From an optimization exercise on the open Yosys and OpenROAD flow, aimed at small area, a short achievable clock period and few clock cycles; shortcuts taken in it are not production practice. Where RTL was checked, it was by simulation tests only, not by an equivalence proof against the original.

## rev 12
Design iir_line, start of the top module:
module iir_line #(
    parameter WORK_WORDS = 64,
    parameter MAX_CHANNELS = 4
) (
    input  wire        clk,
    input  wire        rst,
    input  wire        start,
    input  wire [6:0]  len,         
    input  wire [2:0]  chans,       
    input  wire [31:0] a0a1,
    input  wire [31:0] a2a3,
    input  wire [31:0] b1b2,
    input  wire [31:0] cprev,
    input  wire [31:0] cnext,
    output wire        idle,
    input  wire        in_valid,
    output wire        in_ready,
    input  wire [31:0] in_data,
    output wire        out_valid,
    input  wire        out_ready,
    output wire [31:0] out_data
);
    reg [6:0]  len_r;
    reg [2:0]  chans_r;
    reg [31:0] k_r;
    always @(posedge clk) begin
        len_r   <= len;
        chans_r <= chans;
        k_r     <= b1b2;
    end
    wire [7:0]  kf      = k_r[30:23];
    wire        kn_sub  = (kf == 8'd0) & (k_r[22:0] != 23'd0);
    wire        kn_nan  = (kf == 8'hFF) & (k_r[22:0] != 23'd0);
    wire        kn_inf  = (kf == 8'hFF) & (k_r[22:0] == 23'd0);
    wire        kn_zero = (kf == 8'd0) & (k_r[22:0] == 23'd0);
    wire        kn_s    = k_r[31];
    wire [9:0]  kn_e    = {2'b00, kf};
    wire [23:0] kn_m    = {kf != 8'd0, k_r[22:0]};
    wire [4:0]  kn_tz;
    iir_tz u_ktz (.m(kn_m), .r(1'b0), .tz(kn_tz));
    reg  [23:0] km_r;
    reg  [25:0] k3_r;
    reg        busy, idle_r, in_ready_r, rdy_n, ov_n;
    reg        in_pass, in_done;
    reg [6:0]  pc;
    reg [2:0]  ch;
    reg [5:0]  addr;
    reg [31:0] x_r;
    reg        x_new, x_pend, x_pass, x_first, x_last;
    reg [1:0]  x_ch;
    reg [5:0]  x_addr;
    reg [31:0] acoef;
    reg        xa_nan, xa_inf, xa_zero, xa_s;
    reg [9:0]  xa_e;
    reg [24:0] xa_m;
    reg        s2_v, s2_seed, s2_pass, s2_last;
    reg [1:0]  s2_ch;
    reg [5:0]  s2_addr;
    reg        s3_v, s3_pass, s3_last;
    reg [1:0]  s3_ch;
    reg [5:0]  s3_addr;
    reg        fu_nan, fu_inf, fu_zero, fu_s;
    reg [9:0]  fu_e;
    reg [23:0] fu_m;
    reg [31:0] o_data, sk_data;
    reg        o_v, o_last, sk_v, sk_last;
    reg [31:0] work [0:WORK_WORDS-1];
    reg [37:0] st0, st1, st2, st3;
    reg        slow1, slow2;      
  ...
==> flow/config.mk <==
export PLATFORM = sky130hd
export DESIGN_NAME = iir_line
export DESIGN_NICKNAME = iir_line
export VERILOG_FILES = /design/flow/design.v
export SDC_FILE = /design/flow/constraint.sdc
export NUM_CORES = 8
export LEC_CHECK = 0
export ABC_AREA = 1
export CAP_MARGIN = 20
export CORE_MARGIN = 2
export CORE_UTILIZATION = 55
export PLACE_DENSITY = 0.75
export SLEW_MARGIN = 20
==> flow/constraint.sdc <==
create_clock -name core_clock -period 72.0 [get_ports {clk}]
set_input_delay 14.4000 -clock core_clock [delete_from_list [all_inputs] [get_ports {clk}]]
set_output_delay 14.4000 -clock core_clock [all_outputs]
set_load 0.01 [all_outputs]
standard.sh (not shown) runs the stock make flow with config.mk's settings and CLKGATE_MAP_FILE= SYNTH_SCRIPT=/design/flow/synth_recipe.tcl, a recipe that flattens the netlist after the stock synthesis.
==> flow/flow/run.sh <==
#!/bin/bash
set -o pipefail
bash standard.sh SETUP_SLACK_MARGIN=56 finish 2>&1 | tee make_finish.log
Here is what was changed in the inputs of rev 13 compared with rev 12.
==> flow/flow/run.sh <==
#!/bin/bash
set -o pipefail
bash standard.sh SETUP_SLACK_MARGIN=56 "BUFFER_PORTS_ARGS=-buffer_cell sky130_fd_sc_hd__buf_2" finish 2>&1 | tee make_finish.log
[summary]
- Rev 13 closes out successfully: all stages finished, all timing, DRC and antenna checks passed.
- Rev 12: no failed stages, no open violations at the end
- Rev 13 ends up with a via count that is 787 lower than in rev 12.
- As far as number of ordinary inverters in the final layout is concerned, rev 12 and rev 13 perform about the same.
- As far as routed wirelength normalized by instance count is concerned, rev 12 and rev 13 perform about the same.
- Going from rev 12 to rev 13, final instance area shrinks by about 0.65%.
- [rev 13] number of signal-net buffers in the layout fell about 1% relative to rev 12
- Rev 13 and rev 12 ended up with roughly the same multi-input gate count.
- Taking rev 12 as the reference, in rev 13 first-iteration DRC count dropped 1370, worst setup slack +0.038 ns.
No run of this note included a check of the RTL's function; only the layout flow was run.

* * *

== v22 ==
Another version of the RTL of iir_line (not shown whole).
Size: about 240 I/O pins.
Settings: LEC_CHECK=0, ABC_AREA=1, CAP_MARGIN=20, CORE_MARGIN=2, CORE_UTILIZATION=55, CTS_CLUSTER_DIAMETER=55, CTS_CLUSTER_SIZE=22, PLACE_DENSITY=0.75, SLEW_MARGIN=20; clock period 72.0 ns.
==> flow/flow/run.sh <==
#!/bin/bash
set -o pipefail
bash standard.sh SETUP_SLACK_MARGIN=56 "BUFFER_PORTS_ARGS=-buffer_cell sky130_fd_sc_hd__buf_2" finish 2>&1 | tee make_finish.log
Testbench counts of v22, summed over its fixed seeds: cycles 16,008.
The inputs of v7 differ from those of v22 as listed below.
- a deleted CTS_CLUSTER_SIZE that had been 22
- a deleted CTS_CLUSTER_DIAMETER that had been 55
==> comparison <==
In the metrics for v22 and v7, the one carrying the higher insertion delay of the later-clocked pin in the worst-skew pair is v7.
Summary of v7 over v22: final wirelength picked up an extra 6100 µm; non-clock buffer share of cell area essentially unchanged; worst-case reg-to-reg path depth saw a decrease; met1 global-route usage flat.
Comparing v22 and v7, the higher count of filler cells inserted in the layout was measured on v22.
Here is what was changed in the inputs of v11 compared with v7.
==> flow/run.sh (new file) <==
#!/bin/bash
# synth_recipe.tcl (not shown) runs the flow's synth.tcl, then flattens the netlist and writes it again
# the make line also repeats each setting of config.mk as NAME=value (left out here)
make -C /OpenROAD-flow-scripts/flow DESIGN_CONFIG=/design/flow/config.mk WORK_HOME=/design/flow/orfs CLKGATE_MAP_FILE= SYNTH_SCRIPT=/design/flow/synth_recipe.tcl finish
removed: flow/flow/run.sh
removed: flow/standard.sh
==> comparison <==
Across v11 and v7, the outcome is the same: a clean finish for every run. | sequential share of layout area | v7 vs v11 | ≈ equal |. Looking at global routing usage on met3, v11 sits 0.39 points below v7. Final core utilization of v11 is on par with v7. Register-to-register slack sits lower in v11 than in v7. Compared to v7, the routing of v11 uses less wire. The master of the slowest instance on the critical path comes out sky130_fd_sc_hd__nor2_1 in one run and sky130_fd_sc_hd__dfxtp_1 in the other, namely in v11 and v7 respectively. In terms of share of synthesized cell area in full adder, half adder and majority cells, v7 and v11 differ only marginally. Compared with v7, v11 shows a lower worst setup slack.
## Diff of input files: v13 against v11
- swapping 20 for 10 in CAP_MARGIN
- putting CTS_CLUSTER_SIZE at 25 where nothing was set
- putting CTS_CLUSTER_DIAMETER at 60 where nothing was set
- swapping 20 for 10 in SLEW_MARGIN
==> flow/flow/run.sh (new file) <==
#!/bin/bash
set -o pipefail
bash standard.sh SETUP_SLACK_MARGIN=56 "BUFFER_PORTS_ARGS=-buffer_cell sky130_fd_sc_hd__buf_2" finish 2>&1 | tee make_finish.log
==> flow/standard.sh (new file) <==
#!/bin/bash
# synth_recipe.tcl (not shown) runs the flow's synth.tcl, then flattens the netlist and writes it again
# the make line also repeats each setting of config.mk as NAME=value (left out here)
make -C /OpenROAD-flow-scripts/flow DESIGN_CONFIG=/design/flow/config.mk WORK_HOME=/design/flow/orfs CLKGATE_MAP_FILE= SYNTH_SCRIPT=/design/flow/synth_recipe.tcl "${@:-finish}"
removed: flow/run.sh
Findings:
Any difference in number of nets in the finished design between v13 and v11 is small enough to ignore. Relative to v11, v13 improves cell area. The launch point of the worst path comes out st0[5]$_DFFE_PP_ in one run and o_data[16]$_DFF_P_ in the other, namely in v11 and v13 respectively. In v13 relative to v11, number of cells traversed by the worst register-to-register path had gone down by more than 10%. On number of non-clock buffers in the layout: v13 sits above v11. v11 -> v13: clock-buffer cell count decreased by more than a quarter.
Inputs modified between v13 and v33:
- changing SLEW_MARGIN from 10 to 20
- changing CAP_MARGIN from 10 to 20
Findings:
v33 | status: complete | timing, DRC, antenna: pass. Cell count of v13 is on par with v33. Between v13 and v33, the difference in fraction of layout cells with a size suffix above 1 is negligible. On wire length after detailed routing, v13 and v33 are neck and neck. Diff v13 and v33: clock skew lower in v33. Status: final-stage net count parity (v13, v33). The run with more setup slack is v13; v33 has less. v33 vs. v13: depth of the most critical reg-to-reg path now larger. The detailed-route wire length on metal 1 was comparable across v13 and v33. Comparing v33 with v13, the synthesis-to-layout area growth came out essentially unchanged.

## re-timing with driven ports
No port has a modelled driver above. Below, the same layouts with a new extraction and two added sets of constraints. Step 1 (the two cells are an assumption about what drives the block):
set clk [get_ports {clk}]
set_driving_cell -lib_cell sky130_fd_sc_hd__clkbuf_16 $clk
set_driving_cell -lib_cell sky130_fd_sc_hd__buf_2 [delete_from_list [all_inputs] $clk]
Step 2 moves the port delays by t, midway between the first and last clock arrival at a register: inputs arrive t later, outputs are due t later. That takes back most of the time a late clock gives input paths. Slacks: no drivers / after step 1 / after step 2; pairs: no drivers / after step 1.
run | t, ns | setup WS [ns] | cell pins on the clock port's net
rev 12 | 1.032 | 56.014 / 55.903 / 55.382 | 1
rev 13 | 0.998 | 56.052 / 55.944 / 55.804 | 1
v22 | 0.988 | 56.110 / 55.998 / 55.587 | 1
v7 | 1.030 | 56.074 / 55.950 / 55.526 | 1
v11 | 1.010 | 53.960 / 53.960 / 53.960 | 1
v13 | 0.969 | 56.145 / 56.033 / 55.512 | 1
v33 | 0.991 | 56.102 / 55.983 / 55.601 | 1
After both steps every run listed still meets setup and hold. The setup slack of v13, which loses most, moves by -0.112 ns with the drivers and by -0.633 ns with both steps.
